Background: an optimization exercise with open tools, aiming at small area, a short achievable clock period and few clock cycles. Do not read the settings as production practice. Where RTL was checked, it was by simulation tests only, not by an equivalence proof against the original. No functional check of the RTL was part of run 3. Power and IR drop assume default switching activity.

## flow/config.mk

```make
export PLATFORM = sky130hd
export DESIGN_NAME = fbp_framer_rx
export DESIGN_NICKNAME = fbp_framer_rx
export VERILOG_FILES = /design/flow/design.v
export SDC_FILE = /design/flow/constraint.sdc
export NUM_CORES = 4
export LEC_CHECK = 0
export ABC_AREA = 1
export CAP_MARGIN = 20
export CORE_MARGIN = 2
export CORE_UTILIZATION = 50
export PLACE_DENSITY = 0.65
export SLEW_MARGIN = 20
```

## flow/constraint.sdc

```tcl
create_clock -name core_clock -period 12.0 [get_ports {clk}]
set_input_delay 2.4000 -clock core_clock [delete_from_list [all_inputs] [get_ports {clk}]]
set_output_delay 2.4000 -clock core_clock [all_outputs]
set_load 0.01 [all_outputs]
```

## flow/design.v

```verilog
module fbp_framer_rx (
    input  wire        clk,
    input  wire        rst,
    input  wire        in_valid,
    input  wire [7:0]  in_data,
    output wire        in_ready,
    output reg         ev_valid,
    output reg  [1:0]  ev_kind,
    output reg  [4:0]  ev_type,
    output reg  [10:0] ev_id,
    output reg  [15:0] ev_meta,
    output reg  [7:0]  ev_len,
    output reg         pl_valid,
    output reg  [7:0]  pl_data,
    output reg         pl_last,
    output reg         busy,
    output reg  [31:0] stat_ignored,
    output reg  [31:0] stat_resync
);
    localparam integer M  = 16;          
    localparam integer K  = 17;          
    localparam integer L  = M * K;       
    localparam integer QD = 4;           
    localparam [2:0] S_SOF1  = 3'd0,
                     S_SOF2  = 3'd1,
                     S_FTYPE = 3'd2,
                     S_DHDR  = 3'd3,
                     S_STORE = 3'd4;
    localparam [1:0] EV_DATA  = 2'd1,
                     EV_LINK  = 2'd2,
                     EV_ERROR = 2'd3;
    localparam [31:0] CRC_RESIDUE = 32'hDEBB20E3;
    function [8:0] padd(input [8:0] x, input [3:0] k);
        reg [9:0] s;
        begin
            s = {1'b0, x} + {6'd0, k};
            padd = (s >= L) ? s - L : s[8:0];
        end
    endfunction
    function [8:0] psub(input [8:0] a, input [8:0] b);
        reg [9:0] s;
        begin
            s = {1'b0, a} - {1'b0, b};
            psub = s[9] ? s + L : s[8:0];
        end
    endfunction
    function [4:0] tapidx(input [8:0] a, input [8:0] t);
        reg [5:0] d;
        begin
            d = {1'b0, a[8:4]} - {1'b0, t[8:4]};
            tapidx = d[5] ? d[4:0] + K : d[4:0];
        end
    endfunction
    function [7:0] lencrc(input [7:0] x);
        reg [7:0] c;
        integer i;
        begin
            c = x;
            for (i = 0; i < 8; i = i + 1)
                c = c[7] ? ((c << 1) ^ 8'hD7) : (c << 1);
            lencrc = c;
        end
    endfunction
    function [31:0] crc32_byte(input [31:0] c_in, input [7:0] d);
        reg [31:0] c;
        integer i;
        begin
            c = c_in ^ {24'd0, d};
            for (i = 0; i < 8; i = i + 1)
                c = c[0] ? ((c >> 1) ^ 32'hEDB88320) : (c >> 1);
            crc32_byte = c;
        end
    endfunction
    function [8:0] inc8(input [7:0] x, input c);
        reg t;
        integer i;
        begin
            t = c;
            for (i = 0; i < 8; i = i + 1) begin
                inc8[i] = x[i] ^ t;
                t = t & x[i];
            end
            inc8[8] = t;
        end
    endfunction
    function is_link_type(input [4:0] t);
        is_link_type = (t == 5'h0F) || (t == 5'h17) || (t == 5'h1B) ||
                       (t == 5'h1D) || (t == 5'h1E);
    endfunction
    reg  [8*L-1:0] ring;
    reg  [8:0]     tn;           
    reg  [7:0]     in_q;
    reg            vq;           
    reg            rdy;
    reg  [8:0]     wp;
    reg            wal;          
    reg  [4:0]     wtap;         
    wire           wr = vq && wal;
    assign in_ready = rdy;
    wire [8*L-1:0] ring_rot = {ring[7:0], ring[8*L-1:8]};
    integer j;
    reg [8*L-1:0] ring_nx;
    always @* begin
        ring_nx = ring_rot;
        for (j = 0; j < K; j = j + 1)
            if (j % 2 == 0 && wr && wtap == j)
                ring_nx[8*((j*M + L - 1) % L) +: 8] = in_q;
    end
    always @(posedge clk)
        ring <= ring_nx;
    function [7:0] tap_rd(input [4:0] t);
        integer k;
        begin
            tap_rd = 8'd0;
            for (k = 0; k < K; k = k + 1)
                if (t == k) tap_rd = ring[8*(k*M) +: 8];
        end
    endfunction
    function [7:0] tap_rd_even(input [4:0] t);
        integer k;
        begin
            tap_rd_even = 8'd0;
            for (k = 0; k < K; k = k + 2)
                if (t == k) tap_rd_even = ring[8*(k*M) +: 8];
        end
    endfunction
    reg [8:0]  fa;           
    reg        fal;          
    reg [4:0]  ftap;         
    reg        byp;          
    reg [7:0]  rb;
    reg        rbv;
    reg [2:0]  state;
    reg [8:0]  sp2;          
    reg [3:0]  n;            
    reg [8:0]  rem;          
    reg        last;         
    reg        is_sync;
    reg [31:0] crc;
    reg        crc_ok;
    reg [8:0]  ign_d;
    reg        prev55;       
    reg        found;        
    reg        err_d;
    reg        d_act;
    reg        dal;
    reg [4:0]  dtap;
    reg [8:0]  d_a;
    reg [7:0]  d_cnt;
    reg        dz;           
    reg [2:0]  d_ph;         
    reg [8:0]  q_s [0:QD-1];
    reg [1:0]  q_wr, q_rd;
    reg [2:0]  q_n;
    reg [8:0]  tail_r;
    reg        space_ok;
    reg        rst_q;        
    reg        is_data;      
    reg [2:0]  ci_c;         
    reg [2:0]  rs_c;         
    reg [4:0]  h_type;       
    reg [10:0] h_id;
    reg [15:0] h_meta;
    reg [7:0]  h_len;
    reg [7:0]  lc_exp;       
    wire b55 = (rb == 8'h55);
    wire b00 = (rb == 8'h00);
    wire [4:0] bt = rb[7:3];
    wire q_full = q_n[2];
    wire stall = rbv && state == S_STORE && last && is_data && q_full;
    wire cons  = rbv && !stall;
    reg [2:0] nx_state;
    reg       nx_sp;             
    reg       do_err, do_jump, do_disp, do_rej;
    reg [1:0] ign;
    reg       sp_fa;             
    reg [1:0] rej_k;             
    wire      pair_now = (state == S_DHDR || state == S_STORE) && n >= 4'd4 && prev55 && b00;
    always @* begin
        nx_state = state;
        nx_sp    = 1'b0;
        do_err   = 1'b0;
        do_jump  = 1'b0;
        do_disp  = 1'b0;
        do_rej   = 1'b0;
        ign      = 2'd0;
        sp_fa    = 1'b0;
        rej_k    = 2'd0;
        case (state)
            S_SOF1: begin
                if (b55) begin
                    nx_sp = 1'b1; nx_state = S_SOF2;
                end else begin
                    do_err = 1'b1; ign = 2'd1;
                end
            end
            S_SOF2: begin
                if (b00) nx_state = S_FTYPE;
                else if (b55) begin ign = 2'd1; nx_sp = 1'b1; end
                else begin do_err = 1'b1; ign = 2'd2; nx_state = S_SOF1; end
            end
            S_FTYPE: begin
                if (bt == 5'd0) nx_state = S_DHDR;
                else if (is_link_type(bt)) nx_state = S_STORE;
                else begin
                    do_err = 1'b1;
                    if (b55) begin ign = 2'd2; nx_sp = 1'b1; nx_state = S_SOF2; end
                    else begin ign = 2'd3; nx_state = S_SOF1; end
                end
            end
            S_DHDR: begin
                if (n == 4'd5) begin
                    if (rb != lc_exp) do_rej = 1'b1;
                    else nx_state = S_STORE;
                end
            end
            default: begin
                if (last) begin
                    if (b55 && crc_ok) begin
                        do_disp = 1'b1; nx_sp = 1'b1; nx_state = S_SOF2;
                    end else do_rej = 1'b1;
                end
            end
        endcase
        if (do_rej) begin
            do_err = 1'b1;
            if (found) begin
                do_jump = 1'b1; nx_state = S_SOF1;
            end else if (pair_now) begin
                nx_state = S_FTYPE; sp_fa = 1'b1;
            end else if (b55) begin
                nx_state = S_SOF2; nx_sp = 1'b1; rej_k = 2'd1;
            end else begin
                nx_state = S_SOF1; rej_k = 2'd2;
            end
        end
    end
    wire [8:0] ign_fa = psub(fa, sp2) + {7'd0, rej_k};
    wire [7:0] f_tap   = tap_rd_even(ftap);
    wire       f_ok    = byp ? wr : fal;
    wire       f_load  = (!rbv || cons) && f_ok;
    wire       jump    = cons && do_jump;
    wire       f_take  = f_load && !jump;
    wire [8:0] fa1     = padd(fa, 4'd1);
    wire [4:0] ft_sp   = tapidx(sp2, tn);
    wire [4:0] ft_fa   = tapidx(fa, tn);
    wire [10:0] ci_s   = {1'b0, stat_ignored[9:0]} + {2'd0, ign_d};
    wire        c_pend = ci_s[10] || inc8(stat_ignored[17:10], ci_c[0]) >> 8 ||
                         inc8(stat_ignored[25:18], ci_c[1]) >> 8 ||
                         inc8(stat_resync[7:0], err_d) >> 8 ||
                         inc8(stat_resync[15:8], rs_c[0]) >> 8 ||
                         inc8(stat_resync[23:16], rs_c[1]) >> 8;
    wire [7:0] d_tap   = tap_rd(dtap);
    wire       d_rd    = d_act && dal;           
    wire       d_out   = d_rd && d_ph == 3'd0;   
    wire       d_done  = d_out && dz;
    wire       d_free  = !d_act || d_done;
    wire       q_push  = cons && do_disp && is_data;
    wire       q_pop   = d_free && q_n != 3'd0;
    wire [8:0] q_head  = q_s[q_rd];
    wire [8:0] cand_tail = (state == S_SOF1 || state == S_SOF2) ? fa : sp2;
    wire [8:0] tail = d_act ? d_a : (q_n != 3'd0) ? q_head : cand_tail;
    wire       acc    = in_valid && rdy;
    wire [4:0] wt_nx  = tapidx(wp, tn);
    wire       wal_nx = wr || (wp[3:0] == tn[3:0] && !wt_nx[0]);
    wire       vq_hold = vq && !wr;
    wire [8:0] wp1    = padd(wp, 4'd1);
    always @(posedge clk)
        rst_q <= rst;
    always @(posedge clk) begin
        begin
            tn   <= padd(tn, 4'd1);
            if (acc) in_q <= in_data;
            vq   <= acc || vq_hold;
            if (wr) wp <= wp1;
            wal  <= wal_nx;
            if (!wr) wtap <= wt_nx;
            rdy  <= !rst && space_ok && (acc ? wal_nx : (!vq_hold || wal_nx));
            tail_r   <= tail;
            space_ok <= (psub(wp, tail_r) <= L - 6);
            if (f_load) rb <= byp ? in_q : f_tap;
            rbv <= jump ? 1'b0 : f_take ? 1'b1 : cons ? 1'b0 : rbv;
            if (jump) begin
                fa   <= sp2;
                fal  <= (sp2[3:0] == tn[3:0]) && !ft_sp[0];
                ftap <= ft_sp;
                byp  <= 1'b0;
            end else if (f_take) begin
                fa   <= fa1;
                byp  <= wr ? byp : (fa1 == wp);
            end else begin
                fal  <= (fa[3:0] == tn[3:0]) && !ft_fa[0];
                ftap <= ft_fa;
                byp  <= wr ? 1'b0 : byp;
            end
            {ci_c[0], stat_ignored[9:0]} <= {1'b0, stat_ignored[9:0]} + {2'd0, ign_d};
            {ci_c[1], stat_ignored[17:10]} <= inc8(stat_ignored[17:10], ci_c[0]);
            {ci_c[2], stat_ignored[25:18]} <= inc8(stat_ignored[25:18], ci_c[1]);
            stat_ignored[31:26] <= inc8({2'd0, stat_ignored[31:26]}, ci_c[2]);
            {rs_c[0], stat_resync[7:0]}   <= inc8(stat_resync[7:0], err_d);
            {rs_c[1], stat_resync[15:8]}  <= inc8(stat_resync[15:8], rs_c[0]);
            {rs_c[2], stat_resync[23:16]} <= inc8(stat_resync[23:16], rs_c[1]);
            stat_resync[31:24] <= inc8(stat_resync[31:24], rs_c[2]);
            ign_d <= 9'd0;
            err_d <= 1'b0;
            ev_valid <= 1'b0;
            ev_type  <= h_type;
            ev_id    <= h_id;
            ev_meta  <= h_meta;
            ev_len   <= h_len;
            ev_kind  <= (cons && do_err) ? EV_ERROR : is_data ? EV_DATA : EV_LINK;
            if (cons) begin
                state <= nx_state;
                if (nx_sp) sp2 <= fa1;
                if (sp_fa) sp2 <= fa;
                prev55 <= b55;
                if (pair_now) found <= 1'b1;
                if (nx_state == S_FTYPE) found <= 1'b0;
                n     <= (n == 4'd8) ? n : n + 4'd1;
                if (nx_state == S_SOF2 || nx_state == S_SOF1) n <= 4'd1;
                if (nx_state == S_FTYPE) n <= 4'd2;
                rem  <= rem - 9'd1;
                last <= (rem == 9'd2);
                if (state == S_FTYPE) begin
                    is_data     <= (rb[7:3] == 5'd0);
                    h_type      <= rb[7:3];
                    h_id[10:8]  <= rb[2:0];
                    crc   <= crc32_byte(32'hFFFFFFFF, rb);
                    rem   <= 9'd6;
                    last  <= 1'b0;
                end else begin
                    crc <= crc32_byte(crc, rb);
                end
                crc_ok <= (crc32_byte(crc, rb) == CRC_RESIDUE);
                if (n == 4'd3) h_id[7:0] <= rb;
                if (n == 4'd4 && state == S_DHDR) begin
                    h_len  <= rb;
                    lc_exp <= lencrc(rb);
                    rem    <= {1'b0, rb} + 9'd9;
                    last   <= 1'b0;
                end
                if (n == 4'd6) h_meta[7:0]  <= rb;
                if (n == 4'd7) h_meta[15:8] <= rb;
                ign_d <= !do_rej ? {7'd0, ign} : found ? 9'd2 : ign_fa;
                if (do_err && is_sync) begin
                    is_sync  <= 1'b0;
                    err_d    <= 1'b1;
                    ev_valid <= !rst;
                end
                if (do_disp) begin
                    is_sync  <= 1'b1;
                    ev_valid <= !rst;
                end
            end
            pl_valid <= d_out && !rst;
            pl_data  <= d_tap;
            pl_last  <= dz;
            if (q_pop) begin
                d_act <= 1'b1;
                d_a   <= q_head;
                d_ph  <= 3'd4;
                dal   <= (q_head[3:0] == tn[3:0]);
                dtap  <= tapidx(q_head, tn);
                q_rd  <= q_rd + 2'd1;
            end else begin
                if (d_done) d_act <= 1'b0;
                if (d_rd) begin
                    d_a   <= padd(d_a, 4'd1);
                    if (d_ph != 3'd0) d_ph <= d_ph - 3'd1;
                    if (d_ph == 3'd4) begin
                        d_cnt <= d_tap;
                        dz    <= (d_tap == 8'd0);
                    end
                    if (d_out) begin
                        d_cnt <= d_cnt - 8'd1;
                        dz    <= (d_cnt == 8'd1);
                    end
                end else begin
                    dal  <= (d_a[3:0] == tn[3:0]);
                    dtap <= tapidx(d_a, tn);
                end
            end
            q_n <= q_n + {2'd0, q_push} - {2'd0, q_pop};
            if (q_push) begin
                q_s[q_wr] <= padd(sp2, 4'd2);
                q_wr      <= q_wr + 2'd1;
            end
            busy <= rst || acc || rbv || f_ok || !byp || vq || (q_n != 3'd0) || c_pend ||
                    (d_act && !d_done);
        end
        if (rst_q) begin
            tn           <= 9'd1;
            vq           <= 1'b0;
            rdy          <= 1'b0;
            wp           <= 9'd0;
            fa           <= 9'd0;
            fal          <= 1'b0;
            byp          <= 1'b1;
            rbv          <= 1'b0;
            state        <= S_SOF1;
            is_sync      <= 1'b1;
            ign_d        <= 9'd0;
            err_d        <= 1'b0;
            d_act        <= 1'b0;
            q_n          <= 3'd0;
            q_wr         <= 2'd0;
            q_rd         <= 2'd0;
            space_ok     <= 1'b0;
            tail_r       <= 9'd0;
            ev_valid     <= 1'b0;
            pl_valid     <= 1'b0;
            busy         <= 1'b0;
            stat_ignored <= 32'd0;
            stat_resync  <= 32'd0;
            ci_c         <= 3'd0;
            rs_c         <= 3'd0;
        end
    end
endmodule
```

## flow/flow/run.sh

```bash
#!/bin/bash
# Standard layout, with the setup repair aiming at a tighter slack than the clock needs
# and a clock tree built from larger sink clusters without dummy loads.
set -euo pipefail
export SETUP_SLACK_MARGIN=8.5
export CTS_ARGS="-sink_clustering_enable -repair_clock_nets -sink_clustering_size 16 -sink_clustering_max_diameter 35 -sink_clustering_buffer sky130_fd_sc_hd__clkbuf_8 -buf_list {sky130_fd_sc_hd__clkbuf_8 sky130_fd_sc_hd__clkbuf_16} -dont_use_dummy_load"
bash standard.sh > standard_flow.log 2>&1
```

## flow/standard.sh

```bash
#!/bin/bash
# synth_recipe.tcl (not shown) runs the flow's synth.tcl, then flattens the netlist and writes it again
# the make line also repeats each setting of config.mk as NAME=value (left out here)
make -C /OpenROAD-flow-scripts/flow DESIGN_CONFIG=/design/flow/config.mk WORK_HOME=/design/flow/orfs CLKGATE_MAP_FILE= SYNTH_SCRIPT=/design/flow/synth_recipe.tcl "${@:-finish}"
```

==> results of run 1 <==
==> worst max path at each step <==
stage,start,end,slack (ns)
after detailed placement,rb[3],q_n[2],7.79
after CTS,pl_data[7],pl_data[7],8.22
final,pl_data[0],pl_data[0],8.30
after global routing,pl_data[6],pl_data[6],8.22
after floorplan,state[2],q_n[2],8.50
after global placement,rb[3],q_n[2],7.83
==> cell usage in the layout, fill, tap and decap left out, drive strengths merged, types with 7 or more instances in the layout <==
master / count
o2111ai: 9
o21ai: 271
nand2: 516
buf: 184
a21oi: 129
nor4: 14
xor2: 158
a31oi: 16
ha: 169
clkbuf: 320
xnor2: 72
clkdlybuf4s50: 10
nand3: 102
or2: 24
nor3: 42
o31ai: 7
nand4: 58
o22ai: 28
dfxtp: 2371
fa: 10
nor2: 302
inv: 402
edfxtp: 193
==> metrics by stage <==
stage / setup WS (ns) / std cells / hold slack [ns] / utilization (%) / power, W
after CTS: 8.22 / 7209 / 0.258 / 56.7 / 0.0162
after detailed placement: 7.79 / 6859 / 0.312 / 52.8 / 0.0109
after global placement: 7.83 / 6859 / 0.310 / 52.8 / 0.0108
after floorplan: 8.50 / 5008 / 0.310 / - / 0.0103
final: 8.30 / 7232 / 0.248 / 57.0 / 0.0161
after global routing: 8.22 / 7228 / 0.253 / 57.0 / 0.0168
==> routing by layer <==
layer | track usage (%) | up-vias | part of all wire, %
li1 | - | 16800 | -
met1 | 25.6 | 16100 | 49
met2 | 26.0 | 967 | 42
met3 | 4.05 | 273 | 5.9
met4 | 6.68 | 2 | 2.8
met5 | 0 | - | 0.011
==> logic make-up (layout without fill, tap and decap cells) <==
kind of cell	Yosys count	count (layout)
other	0	4
AND/OR/NAND/NOR	1063	1063
adder cells (fa/ha/maj)	179	179
AO/OA/AOI/OAI	500	500
multiplexers	3	3
buffers and inverters	469	921
XOR/XNOR	230	230
flip-flops	2564	2564
==> state kept, by name (all words and copies together), names as in the netlist, 11 cells and up, named ones only <==
register,cells
ev_meta,16
ring,2176
stat_ignored,32
crc,32
q_s,36
ev_id,11
h_meta,16
h_id,11
stat_resync,32
==> power by group <==
part / leakage, nW / switching (W) / total [W] / internal [W]
Sequential: 21.0 / 0.000125 / 0.00897 / 0.00884
Combinational: 7.56 / 0.00118 / 0.00177 / 0.000580
Clock: 2.55 / 0.00264 / 0.00536 / 0.00272
Total: 31.1 / 0.00395 / 0.0161 / 0.0121
==> synthesized netlist by cell type, types with 6 or more instances <==
cell       number
clkbuf_1       46
nand2_2         9
o21ai_0       262
nor3_1         31
edfxtp_1      193
inv_1         387
nor3_2          8
inv_2          18
nand3_1       101
nor2_1        288
o22ai_1        27
or2_1           6
dfxtp_1      2371
o2111ai_1       9
o211ai_1        6
a31oi_1        16
nand2_1       500
o21ai_1         7
or2_2          15
xor2_1        148
xnor2_1        66
ha_1          169
nor4_1         12
o31ai_1         7
a21oi_1       128
nand4_1        57
buf_2           8
nor2_2          9
xor2_2          8
fa_1           10
==> cell type report <==
cell class	instances	share of cell area, %
timing repair buffer	194	2.40
multi-input combinational	1975	15.9
tap	1768	2.91
antenna	4	0.0132
sequential	2564	70.2
clock buffer	320	6.52
inverter	407	2.04
==> what timing repair did <==
| item | 4_1_cts | 5_1_grt |
|---|---|---|
| setup endpoints to repair | 222 | 158 |
| resized for setup | 649 | 62 |
| pin swaps | 2 | 3 |
| buffers inserted | 30 | 19 |
| endpoints found under the hold margin | 0 | 0 |
==> impl.org, run 1 <==
** Status
- The flow ran to the end and the layout has no timing, DRC or antenna violations.

** Cells and area
- After routing the design area is 76000 sq um.
- The multi-input combinational cells in the finished layout cover a total of 12100 sq um.
- In the final layout, the share of cells above drive strength 1 is 13.3%.
- Area grow syn2layout :: 13.3%
- Area taken by flip-flops and latches :: 53400 sq um
- Filler Cells Inserted :: 10700
- The net count of the finished layout is 5652.

** Timing
- TNS Setup :: 0 ns
- RSZ-0062 raised after global routing :: true
- Clock Skews :: 0.0869 ns
- Hold Fails Final Rpt :: 0
- Total of endpoints with negative setup slack in the final report :: 0
- At the pin with the least slew margin, the transition time is 1.06 ns.
- Measured against its own limit, the worst slew margin works out to 28.7%.
- Highest attainable clock frequency :: 270 MHz
- Fraction of the cycle the final worst path needs :: 30.9%
- Final Max Slew Viols :: 0
- The clock period could shrink to 3.70 ns.

** Logic synthesis
- Synth Area in Adders :: 3.45%
- Syn_nets :: 5198
- Number of unique standard cell types used by synthesis :: 69
- The synthesized netlist devotes 4.12% of its cell area to compound gates.
- In the synthesized netlist, the number of instances is 5008.
- Share of synthesized flip-flops with an asynchronous set or reset :: 0%
- FF+latch count, synth :: 2564
- Leading cell types by total area after synthesis :: dfxtp_1, edfxtp_1, ha_1, nand2_1, inv_1
- Largest family of logic cells by synthesized area :: simple AND/OR/NAND/NOR gates
- Post-synthesis mux area share :: 0.0466%
- A synthesized cell averages 13.4 sq um.
- Of all cell types, the one taking the most synthesized area is dfxtp_1.
- XOR/XNOR share of the synthesized area :: 3.28%
- Of the total synthesized cell area, the portion taken by AND, OR, NAND and NOR gates is 6.98%.
- Number of synthesized flops with an enable pin :: 193
- Post-synthesis sequential area ratio :: 79.4%
- Most common flop cell mapped by yosys :: dfxtp_1
- Fraction of synthesized cell area taken by the top area cell type :: 70.8%
- Cell area after synthesis :: 67100 sq um
- Synth warn :: 1

** Drt
- WL final :: 121000 um
- Dividing the detail-routed wire length by the instance count gives 16.7 um.
- After detailed routing, the number of vias per cell comes to 4.72.
- Before antenna repair, the detailed router went through 9 iterations.
- The detailed router finished its first iteration with 2418 violations.
- Detailed routing inserted a total of 34100 vias.
- For this run, design rule violations remaining after detail routing come to 0.
- Antenna-violating nets left :: 0

** Setup path
- CP max stage cell :: dfxtp_1
- In this design, the stage delay of the slowest critical-path cell is 0.33 ns.
- The cell family contributing the most delay on the critical path is flip-flops.
- Depth of the most critical reg-to-reg path :: 15
- Critical path data arrival time :: 1.30 ns
- Cell Chain, Critical Path :: buf_2
- In this run the number of cells on the critical path is 1.
- WP data required :: 9.60 ns
- Element type at the critical path start :: flip-flop
- The worst setup path is captured at an output port.
- Worst Setup Path Type :: flip-flop to output port
- The worst register-to-register path begins at dtap[1].
- Worst reg2reg setup slack :: 8.66 ns
- Capturing point of the worst reg2reg path :: d_cnt[6]
- Of all nets on the critical path, the largest fanout is 1.
- Together, buffers and inverters on the worst path number 1.

** Power
- In this run the static leakage power is 31.1 nW.
- For this design the ratio of total power to cell area is 212 nW/um^2.
- VDD sags by at most 159 uV.

** Global route
- Global-route wire length before repair :: 186000 um
- Grt total ovfl :: 0
- Pin count of the biggest net entering global routing :: 84
- Global routing used 17.7% of the available tracks.
- The number of global-route vias before repair is 33700.
- The number of antenna violations at the first check in global routing came to 10.

** Die
- Die area :: 137000 sq um
- Top-level I/O count :: 130
- Horizontal die dimension :: 370 um
- Number of rows created at floorplan :: 134
- The initial utilization of the core area, before any placement, comes to 50.3%.
- The floorplan step set the die height to 370 um.
- In this run the standard cell core region covers 133000 sq um.

** CTS
- H-tree levels :: 5
- Number of buffers between clock root and the deepest sink :: 4
- The tree is rooted in a clkbuf_16.
- After clock tree synthesis, the clock-pin slew on the worst setup and hold paths is 0.09 ns.
- TritonCTS built the clock tree.
- CTS sink cnt :: 2564
- After clock tree synthesis, the flow added hold-fix buffers numbering 0.
- Worst-skew pair later-pin latency :: 0.86 ns
- CTS Buf Count :: 320

** Place
- Port Buf Inserts :: 129
- Once placement finished, the instance area stood at 70400 sq um.
- The HPWL after detailed placement is 80100 um.
- The congestion estimate from routability-driven global placement came to 0.861.

** Min path
- In this run the most critical hold path is launched from ring[2009].
- The path with the worst hold slack has its endpoint at ring[2001].
- The path class of the tightest hold or removal check is flip-flop to flip-flop.
- Counting instances, the worst hold path has a depth of 0.

** Job
- Across the run, the number of max-cap violations was 0.
Testbench counts, summed over its fixed seeds: cycles 41,969.
==> run 2, diff against run 1 <==
==> flow/flow/run.sh (replaced) <==
#!/bin/bash
# Standard layout, with the setup repair aiming at a tighter slack than the clock needs
# and a clock tree built from larger sink clusters without dummy loads.
set -euo pipefail
export SETUP_SLACK_MARGIN=8.5
export CTS_ARGS="-sink_clustering_enable -repair_clock_nets -sink_clustering_size 20 -sink_clustering_max_diameter 40 -sink_clustering_buffer sky130_fd_sc_hd__clkbuf_8 -buf_list {sky130_fd_sc_hd__clkbuf_8 sky130_fd_sc_hd__clkbuf_16} -dont_use_dummy_load"
bash standard.sh > standard_flow.log 2>&1
==> impl.org, run 2 <==
** Logic synthesis
- Syn_nets :: 5198 (unchanged)
- The synthesis-stage register bit count came to 2564 (unchanged).
- Post-synthesis cell type with the largest combined area :: dfxtp_1
- Number of synthesized flops with an enable pin :: 193 (unchanged)
- By count the netlist is led by dfxtp_1, nand2_1, inv_1.
- Post-synthesis sequential area ratio :: 79.4% (unchanged)
- Leading cell types by total area after synthesis :: dfxtp_1, edfxtp_1, ha_1, nand2_1, inv_1
- The post-synthesis instance total came to 5008 (unchanged).
- Number of unique standard cell types used by synthesis :: 69 (unchanged)
- Fraction of synthesized cell area taken by the top area cell type :: 70.8% (unchanged)
- Count leader, synth :: dfxtp_1
- The post-synth design cell area was 67100 sq um (unchanged).
- Synth warn :: 1 (unchanged)
- The average cell area after synthesis is 13.4 sq um (unchanged).
- Most common flop cell mapped by yosys :: dfxtp_1
- The fraction of registers with async set/reset came to 0% (unchanged).

** Power
- The power per cell area is 200 nW/um^2 (-5.4%).
- The combinational share of power was 11.9% (+0.9 points).
- The clock network fraction of design power is 27.9% (-5.4 points).
- Leakage power :: 30.2 nW (-2.9%)
- The internal power contribution is 0.0111 W (-8.2%).
- Worst IR drop on VDD :: 153 uV (-4.0%)
- The sequential power share was 60.3% (+4.6 points).
- Switching power :: 0.00373 W (-5.5%)
- The switching fraction of total power was 25.1% (+0.53 points).

** Die
- The floorplan die height came to 370 um (unchanged).
- Effective utilization at floorplan :: 50.3% (unchanged)
- The die footprint is 137000 sq um (unchanged).
- Number of rows created at floorplan :: 134 (unchanged)
- Top-level I/O count :: 130 (unchanged)
- Horizontal die dimension :: 370 um (unchanged)
- The placeable core region is 133000 sq um (unchanged).

** Setup path
- Worst Setup Path Type :: flip-flop to output port
- The maximum net fanout on the critical path was 1 (unchanged).
- Critical path's largest stage delay :: 0.34 ns (about the same)
- The worst setup path is launched from a flip-flop.
- Broken down by cell family, the worst path's largest delay share belongs to flip-flops.
- STA classifies the critical path endpoint as an output port.
- WP data required :: 9.60 ns (about the same)
- The minimum setup slack among reg-to-reg paths came to 8.61 ns (-0.05 ns).
- Depth of the most critical reg-to-reg path :: 22 (+7)
- Cell Chain, Critical Path :: buf_6
- Critical path buffer and inverter count :: 1 (unchanged)
- The arrival time at the worst endpoint was 1.21 ns (-0.09 ns).
- CP max stage cell :: dfxtp_2
- The worst register-to-register path begins at rb[7].
- Capturing point of the worst reg2reg path :: q_n[2]

** Place
- The total placed instance area came to 70400 sq um (unchanged).
- The routability-driven placement congestion ratio came to 0.861 (unchanged).
- The count of buffers inserted at the top-level ports is 129 (unchanged).
- The number of placed cells counting well taps is 6859 (unchanged).
- The half-perimeter wire length of the detailed placement result was 80100 um (unchanged).

** Cells and area
- Biggest register :: ring
- Number of standard cells in the final layout excluding fillers :: 7134 (-1.4%)
- The largest registers in the layout are ring: 2176 flops, q_s: 36 flops.
- The top cell types in the final layout, fill and taps aside, are dfxtp_1, nand2_1, inv_1.
- The fraction of final layout cells with drive strength greater than 1 was 11.7% (-1.6 points).
- The flip-flop count of the largest register after layout is 2176 (unchanged).
- Area grow syn2layout :: 10.8%
- Nets :: 5552 (-1.8%)
- Leaving out fill and tap cells, the most frequent cell in the layout is dfxtp_1.
- The final design area excluding fillers is 74300 sq um (-2.3%).

** Timing
- The post-route setup TNS came to 0 ns (unchanged).
- The number of failing hold endpoints at the final stage is 0 (unchanged).
- The remaining max-slew budget at the tightest pin was 30.1% (+1.3 points).
- Fraction of the cycle the final worst path needs :: 30.1% (-0.75 points)
- Final critical path time including I/O delays and setup :: 3.61 ns (-0.0895 ns)
- The slew at the pin closest to its max-slew limit was 1.05 ns (-0.0197 ns).
- RSZ-0062 raised after global routing :: true
- The setup-violating endpoint count in the final report is 0 (unchanged).
- The timing-limited maximum frequency is 277 MHz (+2.5%).
- Final Max Slew Viols :: 0 (unchanged)
- The setup skew after layout came to 0.0883 ns (+0.00132 ns).

** Global route
- The wire length of the first global-routing pass is 182000 um (-2.0%).
- Grt total ovfl :: 0 (unchanged)
- The pin count of the biggest net entering global routing came to 84 (unchanged).
- Antenna violations before repair :: 7 (-3)
- The total track usage is 17.4% (-0.32 points).
- Number of global-route vias before repair :: 32600 (-3.3%)

** CTS
- Buffer cell driving the clock tree root :: clkbuf_16
- The maximum clock insertion buffer count came to 3 (-1).
- The number of clock sinks was 2564 (unchanged).
- The clock-pin slew on the worst setup and hold paths is 0.10 ns (about the same).
- TritonCTS built the clock tree.
- H-tree levels :: 4 (-1)
- The insertion delay to the later sink of the worst-skew pair came to 0.77 ns (-0.09 ns).
- CTS Buf Count :: 216 (-33%)

** Drt
- The total iterations of the first detailed-routing run was 6 (-3).
- The count of antenna-violating nets left after detailed routing was 0 (unchanged).
- The wire length reported by the detailed router is 119000 um (-1.7%).
- The number of remaining DRC errors came to 0 (unchanged).
- The post-detailed-route wirelength per cell was 16.6 um (-0.37%).
- Via-to-Cell Ratio :: 4.68 (-0.82%)
- The via count of the routed design was 33400 (-2.2%).
- Initial DRC count :: 2388 (-1.2%)

** Min path
- Endpoint of the worst hold-timing path :: ring[99]
- The worst hold path stage count is 0 (unchanged).
- The startpoint identified for the worst hold timing path is ring[107].
- The path class of the tightest hold or removal check is flip-flop to flip-flop.

** Job
- The number of violations of the max-capacitance limit was 0 (unchanged).

** Status
- The run finished with no timing, DRC or antenna violations.
## run 2: worst max path at each step
stage                      from                to  slack, ns  cells after the start
6_report             pl_data[4]        pl_data[4]       8.39                      1
5_1_grt                   rb[7]            q_n[2]       8.29                     22
4_1_cts        stat_ignored[31]  stat_ignored[31]       8.31                      1
3_5_place_dp              rb[3]            q_n[2]       7.79                     21
3_3_place_gp              rb[3]            q_n[2]       7.83                     21
2_1_floorplan          state[2]            q_n[2]       8.50                     20
## run 2: routing by layer
metal / up-vias / global-route usage, % / share of wire [%]
met5: - / 0 / 0
met3: 190 / 3.58 / 5.6
li1: 16600 / - / -
met4: 0 / 5.89 / 2.3
met2: 809 / 25.6 / 42
met1: 15800 / 25.6 / 50
## run 2: logic make-up after synthesis
family | count (synthesis) | share of synthesized area, %
flops | 2564 | 79.4
fa+ha+maj | 179 | 3.45
xor+xnor | 230 | 3.28
mux | 3 | 0.0466
buf+inv | 469 | 2.70
compound gates | 500 | 4.12
simple gates | 1063 | 6.98
## run 2: worst register-to-register path, delay by kind of cell, from the launching register on
kind | cells | cell delay, ns
adder cells (fa/ha/maj) | 4 | 0.98
flip-flops | 1 | 0.38
buffers and inverters | 9 | 0.87
AO/OA/AOI/OAI | 2 | 0.16
XOR/XNOR | 1 | 0.17
AND/OR/NAND/NOR | 6 | 0.69
## run 2: per-stage QoR
stage | hold slack [ns] | power [W] | utilization [%] | setup slack [ns]
global placement | 0.310 | 0.0108 | 52.8 | 7.83
global route | 0.228 | 0.0156 | 55.7 | 8.29
floorplan | 0.310 | 0.0103 | - | 8.50
detailed placement | 0.312 | 0.0109 | 52.8 | 7.79
CTS | 0.234 | 0.0150 | 55.4 | 8.31
finish | 0.234 | 0.0149 | 55.7 | 8.39
## run 2: area by class of cell
type	instances	area, sq um
timing repair buffer	198	1850
tap	1768	2210
fill	10900	59000
sequential	2564	53400
inverter	407	1550
antenna	6	15.0
clock buffer	216	3160
multi-input combinational	1975	12100
## run 2: power by group through the flow
stage                     sequential (W)  combinational [W]  clock [W]
after global placement           0.00915            0.00169          0
after global routing             0.00898            0.00197    0.00462
after floorplan                  0.00910            0.00124          0
final                            0.00896            0.00176    0.00415
after CTS                        0.00895            0.00173    0.00430
after detailed placement         0.00915            0.00171          0
## run 2: what timing repair did
action                                  in CTS  in global routing
endpoints found under the setup margin     220                174
gates resized for setup                    651                 61
setup buffers                               30                 23
pin swaps                                    1                  5
hold buffers                                 0                  0
==> run 3, diff against run 2 <==
--- a/flow/design.v
+++ b/flow/design.v
@@ -51,6 +51,15 @@
             tapidx = d[5] ? d[4:0] + K : d[4:0];
         end
     endfunction
+    function [5:0] dtapidx(input [8:0] a, input [8:0] t);
+        reg [3:0] dl;
+        reg [5:0] d;
+        begin
+            dl = a[3:0] - t[3:0];
+            d  = {1'b0, a[8:4]} - {1'b0, t[8:4]} - {5'd0, a[3:0] < t[3:0]};
+            dtapidx = {(d[5] ? d[4:0] + K : d[4:0]), dl[3]};
+        end
+    endfunction
     function [7:0] lencrc(input [7:0] x);
         reg [7:0] c;
         integer i;
@@ -116,6 +125,14 @@
                 if (t == k) tap_rd = ring[8*(k*M) +: 8];
         end
     endfunction
+    function [7:0] dtap_rd(input [5:0] t);
+        integer k;
+        begin
+            dtap_rd = 8'd0;
+            for (k = 0; k < 2*K; k = k + 1)
+                if (t == k) dtap_rd = ring[8*(k*M/2) +: 8];
+        end
+    endfunction
     function [7:0] tap_rd_even(input [4:0] t);
         integer k;
         begin
@@ -144,7 +161,7 @@
     reg        err_d;
     reg        d_act;
     reg        dal;
-    reg [4:0]  dtap;
+    reg [5:0]  dtap;
     reg [8:0]  d_a;
     reg [7:0]  d_cnt;
     reg        dz;           
@@ -250,7 +267,7 @@
                          inc8(stat_resync[7:0], err_d) >> 8 ||
                          inc8(stat_resync[15:8], rs_c[0]) >> 8 ||
                          inc8(stat_resync[23:16], rs_c[1]) >> 8;
-    wire [7:0] d_tap   = tap_rd(dtap);
+    wire [7:0] d_tap   = dtap_rd(dtap);
     wire       d_rd    = d_act && dal;           
     wire       d_out   = d_rd && d_ph == 3'd0;   
     wire       d_done  = d_out && dz;
@@ -359,8 +376,8 @@
                 d_act <= 1'b1;
                 d_a   <= q_head;
                 d_ph  <= 3'd4;
-                dal   <= (q_head[3:0] == tn[3:0]);
-                dtap  <= tapidx(q_head, tn);
+                dal   <= (q_head[2:0] == tn[2:0]);
+                dtap  <= dtapidx(q_head, tn);
                 q_rd  <= q_rd + 2'd1;
             end else begin
                 if (d_done) d_act <= 1'b0;
@@ -376,8 +393,8 @@
                         dz    <= (d_cnt == 8'd1);
                     end
                 end else begin
-                    dal  <= (d_a[3:0] == tn[3:0]);
-                    dtap <= tapidx(d_a, tn);
+                    dal  <= (d_a[2:0] == tn[2:0]);
+                    dtap <= dtapidx(d_a, tn);
                 end
             end
             q_n <= q_n + {2'd0, q_push} - {2'd0, q_pop};
==> flow/flow/run.sh (replaced) <==
#!/bin/bash
# Standard layout, with the setup repair aiming at a tighter slack than the clock needs
# and a clock tree built from larger sink clusters without dummy loads.
set -euo pipefail
export SETUP_SLACK_MARGIN=8.6
export CTS_ARGS="-sink_clustering_enable -repair_clock_nets -sink_clustering_size 35 -sink_clustering_max_diameter 60 -buf_list {sky130_fd_sc_hd__clkbuf_8 sky130_fd_sc_hd__clkbuf_16} -dont_use_dummy_load"
bash standard.sh > standard_flow.log 2>&1
==> impl.org, run 3 <==
** Cells and area
- In the final layout, the registers with the most flip-flops are ring: 2176 flops, q_s: 36 flops.
- Number of flip-flops in the largest register :: 2176 (unchanged)
- The net count of the finished layout was 5865 (+5.6%).
- Area grow syn2layout :: 12.5%
- The fraction of final layout cells with drive strength greater than 1 was 12.7% (+0.98 points).
- Ranked by flip-flop count, first place goes to ring.
- Commonest cells after routing, fill and taps aside :: dfxtp_1, nand2_1, inv_1
- Most frequent standard cell in the layout excluding fill and tap cells :: dfxtp_1

** Timing
- The number of max-slew violations in the final report is 0 (unchanged).
- Highest attainable clock frequency :: 264 MHz (-4.5%)
- Setup repair after global routing could not meet its margin everywhere.
- The slew at the pin closest to its max-slew limit was 1.03 ns (-0.0153 ns).
- The minimum period implied by the final worst setup slack came to 3.78 ns (+0.170 ns).
- The portion of the clock cycle consumed by the worst path in the final layout came to 31.5% (+1.4 points).
- The remaining max-slew budget at the tightest pin came to 31.0% (+0.90 points).
- TNS Setup :: 0 ns (unchanged)
- Total of endpoints with negative setup slack in the final report :: 0 (unchanged)
- Worst Slack Setup Final :: 8.22 ns (-0.170 ns)
- The number of failing hold endpoints at the final stage was 0 (unchanged).
- Clock Skews :: 0.113 ns (+0.0252 ns)

** Logic synthesis
- Syn_nets :: 5507 (+5.9%)
- The Yosys warning count is 1 (unchanged).
- Commonest cells in the netlist :: dfxtp_1, nand2_1, inv_1
- The share of the yosys chip area belonging to registers was 78.2% (-1.2 points).
- Count leader, synth :: dfxtp_1
- The synthesized design spends more area on one cell type than any other, namely dfxtp_1.
- The average cell area after synthesis is 12.8 sq um (-4.1%).
- The area share of the leading cell type in the synthesized netlist is 69.7% (-1.1 points).
- The unique cell type count in the Yosys netlist came to 58 (-16%).
- Number of synthesized flops with an enable pin :: 194 (+0.52%)
- Share of synthesized flip-flops with an asynchronous set or reset :: 0% (unchanged)
- Cells after synthesis :: 5305 (+5.9%)
- For this run, the leading register cell type out of synthesis is dfxtp_1.
- Cell area after synthesis :: 68100 sq um (+1.6%)
- By area the synthesized netlist is led by dfxtp_1, edfxtp_1, nand2_1, ha_1, inv_1.
- The synthesis-stage register bit count came to 2565 (+0.039%).

** Setup path
- The maximum net fanout on the critical path was 6 (+5).
- The worst setup path is launched from a flip-flop.
- The worst setup path is captured at a flip-flop.
- Critical path's largest stage delay :: 0.40 ns (+0.06 ns)
- WP data required :: 12.47 ns (+2.87 ns)
- The cell that appears most often on the critical path is o21ai_1.
- The arrival time at the worst endpoint was 4.25 ns (+3.04 ns).
- On the critical path, the stage with the largest delay is an instance of dfxtp_4.
- Critical path buffer and inverter count :: 4 (+3)
- Family with the most delay on the worst path :: simple AND/OR/NAND/NOR gates
- The critical path is of the flip-flop to flip-flop type.

** Power
- Power Dens Cells :: 201 nW/um^2 (+0.19%)
- The maximum vdd ir drop was 137 uV (-11%).
- The static power due to leakage was 31.3 nW (+3.7%).

** Global route
- Global-route wire length before repair :: 201000 um (+9.9%)
- Number of global-route vias before repair :: 33400 (+2.7%)
- The total global routing overflow is 0 (unchanged).
- Antenna violations before repair :: 7 (unchanged)
- The pin count of the biggest net entering global routing is 66 (-21%).
- The total track usage is 19.0% (+1.6 points).

** Place
- Worst slack after detailed placement :: 7.36 ns (-0.428 ns)
- Final HPWL from detailed placement :: 94400 um (+18%)
- The routability-driven placement congestion ratio came to 0.906 (+5.2%).
- The count of buffers inserted at the top-level ports is 129 (unchanged).

** Drt
- The total iterations of the first detailed-routing run came to 6 (unchanged).
- The post-detailed-route wirelength per cell was 18.1 um (+8.9%).
- The number of remaining DRC errors is 0 (unchanged).
- The starting DRC count in detailed routing came to 2571 (+7.7%).
- The vias per cell came to 4.79 (+2.3%).
- The via count of the routed design is 35600 (+6.8%).
- WL final :: 135000 um (+14%)
- Antenna-violating nets left :: 0 (unchanged)

** CTS
- Worst-skew pair later-pin latency :: 0.78 ns (about the same)
- Clock tree from TritonCTS :: yes
- The clock-pin slew on the worst setup and hold paths came to 0.11 ns (about the same).
- The total clock buffers created by CTS came to 119 (-45%).
- The number of buffers inserted by hold repair at cts was 0 (unchanged).
- The maximum clock insertion buffer count was 3 (unchanged).
- CTS sink cnt :: 2565 (+0.039%)
- H-tree levels :: 3 (-1)
- The root buffer cell chosen for the clock tree is clkbuf_16.

** Die
- Die area :: 139000 sq um (+1.6%)
- The row count is 135 (+0.75%).
- The placeable core region came to 135000 sq um (+1.5%).
- The initial core utilization was 50.4% (about the same).
- Horizontal die dimension :: 373 um (+0.79%)
- Die height :: 373 um (+0.79%)
- The number of top-level pins was 130 (unchanged).

** Min path
- The min-delay analysis places its worst path in the category flip-flop to flip-flop.

** Status
- The run finished with no timing, DRC or antenna violations.

** Job
- Reported max-cap violation count :: 0 (unchanged)
==> run 3: cell type report <==
type	instances	area (sq um)
timing repair inverter	1	5.00
tap	1781	2230
timing repair buffer	301	2780
multi-input combinational	2220	13500
inverter	455	1760
clock buffer	119	2980
sequential	2565	53500
antenna	1	2.50
fill	11100	58600
==> run 3: what timing repair did <==
action	4_1_cts	5_1_grt
pin swaps	20	58
gates resized for setup	765	125
setup buffers	75	65
endpoints found under the setup margin	239	201
gates cloned	1	1
==> run 3: worst paths after layout <==
check | from | end | slack, ns | cells after the start
min reg2reg | ring[2064] | ring[2056] | 0.25 | 0
max reg2reg | flip-flop | dtap[4] | 8.22 | 25
min | ring[2064] | ring[2056] | 0.25 | 0
max | flip-flop | dtap[4] | 8.22 | 25
==> run 3: metrics by stage <==
| step | std cells | power, W | area [sq um] | util (%) | hold WS [ns] |
|---|---|---|---|---|---|
| after floorplan | 5305 | 0.0105 | 68200 | - | 0.310 |
| after global placement | 7181 | 0.0110 | 71800 | 53.0 | 0.310 |
| after detailed placement | 7181 | 0.0111 | 71800 | 53.0 | 0.312 |
| after CTS | 7376 | 0.0153 | 75700 | 56.0 | 0.242 |
| after global routing | 7442 | 0.0161 | 76700 | 56.7 | 0.255 |
| final | 7443 | 0.0154 | 76700 | 56.7 | 0.252 |
==> run 3: cells by family (layout without fill, tap and decap cells) <==
kind of cell | Yosys count | after routing | share of synthesized area [%]
flops | 2565 | 2565 | 78.2
simple gates | 1284 | 1285 | 8.08
buf+inv | 521 | 876 | 2.89
compound gates | 510 | 510 | 4.15
xor+xnor | 231 | 231 | 2.99
fa+ha+maj | 191 | 191 | 3.64
mux | 3 | 3 | 0.0459
other cells | 0 | 1 | 0
==> run 3: layer usage <==
layer  track usage [%]  up-vias  part of all wire (%)
li1                  -    17600                     -
met1              28.2    16900                    49
met2              28.6      892                    43
met3              3.32      214                   5.5
met4              4.91        0                   2.5
met5                 0        -                     0
==> run 3: report_power, final <==
part           internal (W)  switching (W)  total, W
Sequential          0.00885       0.000129   0.00898
Combinational      0.000842        0.00141   0.00225
Clock               0.00176        0.00239   0.00415

-- separate check: timing with driven ports --
No port has a modelled driver above. Below, the same layouts with a new extraction and two added sets of constraints. Step 1: set_driving_cell puts a clkbuf_16 on clk and a buf_2 on each other input, an assumption about the parent block. Step 2 adds t to the input delays and takes it off the output delays; t is the mean of the earliest and latest rising clock arrival at the registers after step 1. Input paths then give back, and output paths get back, about the clock's delay inside the block. a / b / c = ideal ports / drivers / drivers and shift; a / b = the first two.
run | shift t [ns] | setup WS [ns] | worst hold slack (ns)
run 1 | 0.883 | 8.297 / 8.220 / 8.063 | 0.248 / 0.248 / 0.248
run 2 | 0.814 | 8.386 / 8.309 / 8.041 | 0.234 / 0.234 / 0.234
run 3 | 0.811 | 8.216 / 8.216 / 8.166 | 0.252 / 0.252 / 0.252
After both steps setup and hold are still met in every run listed. The setup slack of run 2, which loses most, moves by -0.077 ns with the drivers and by -0.345 ns with both steps.
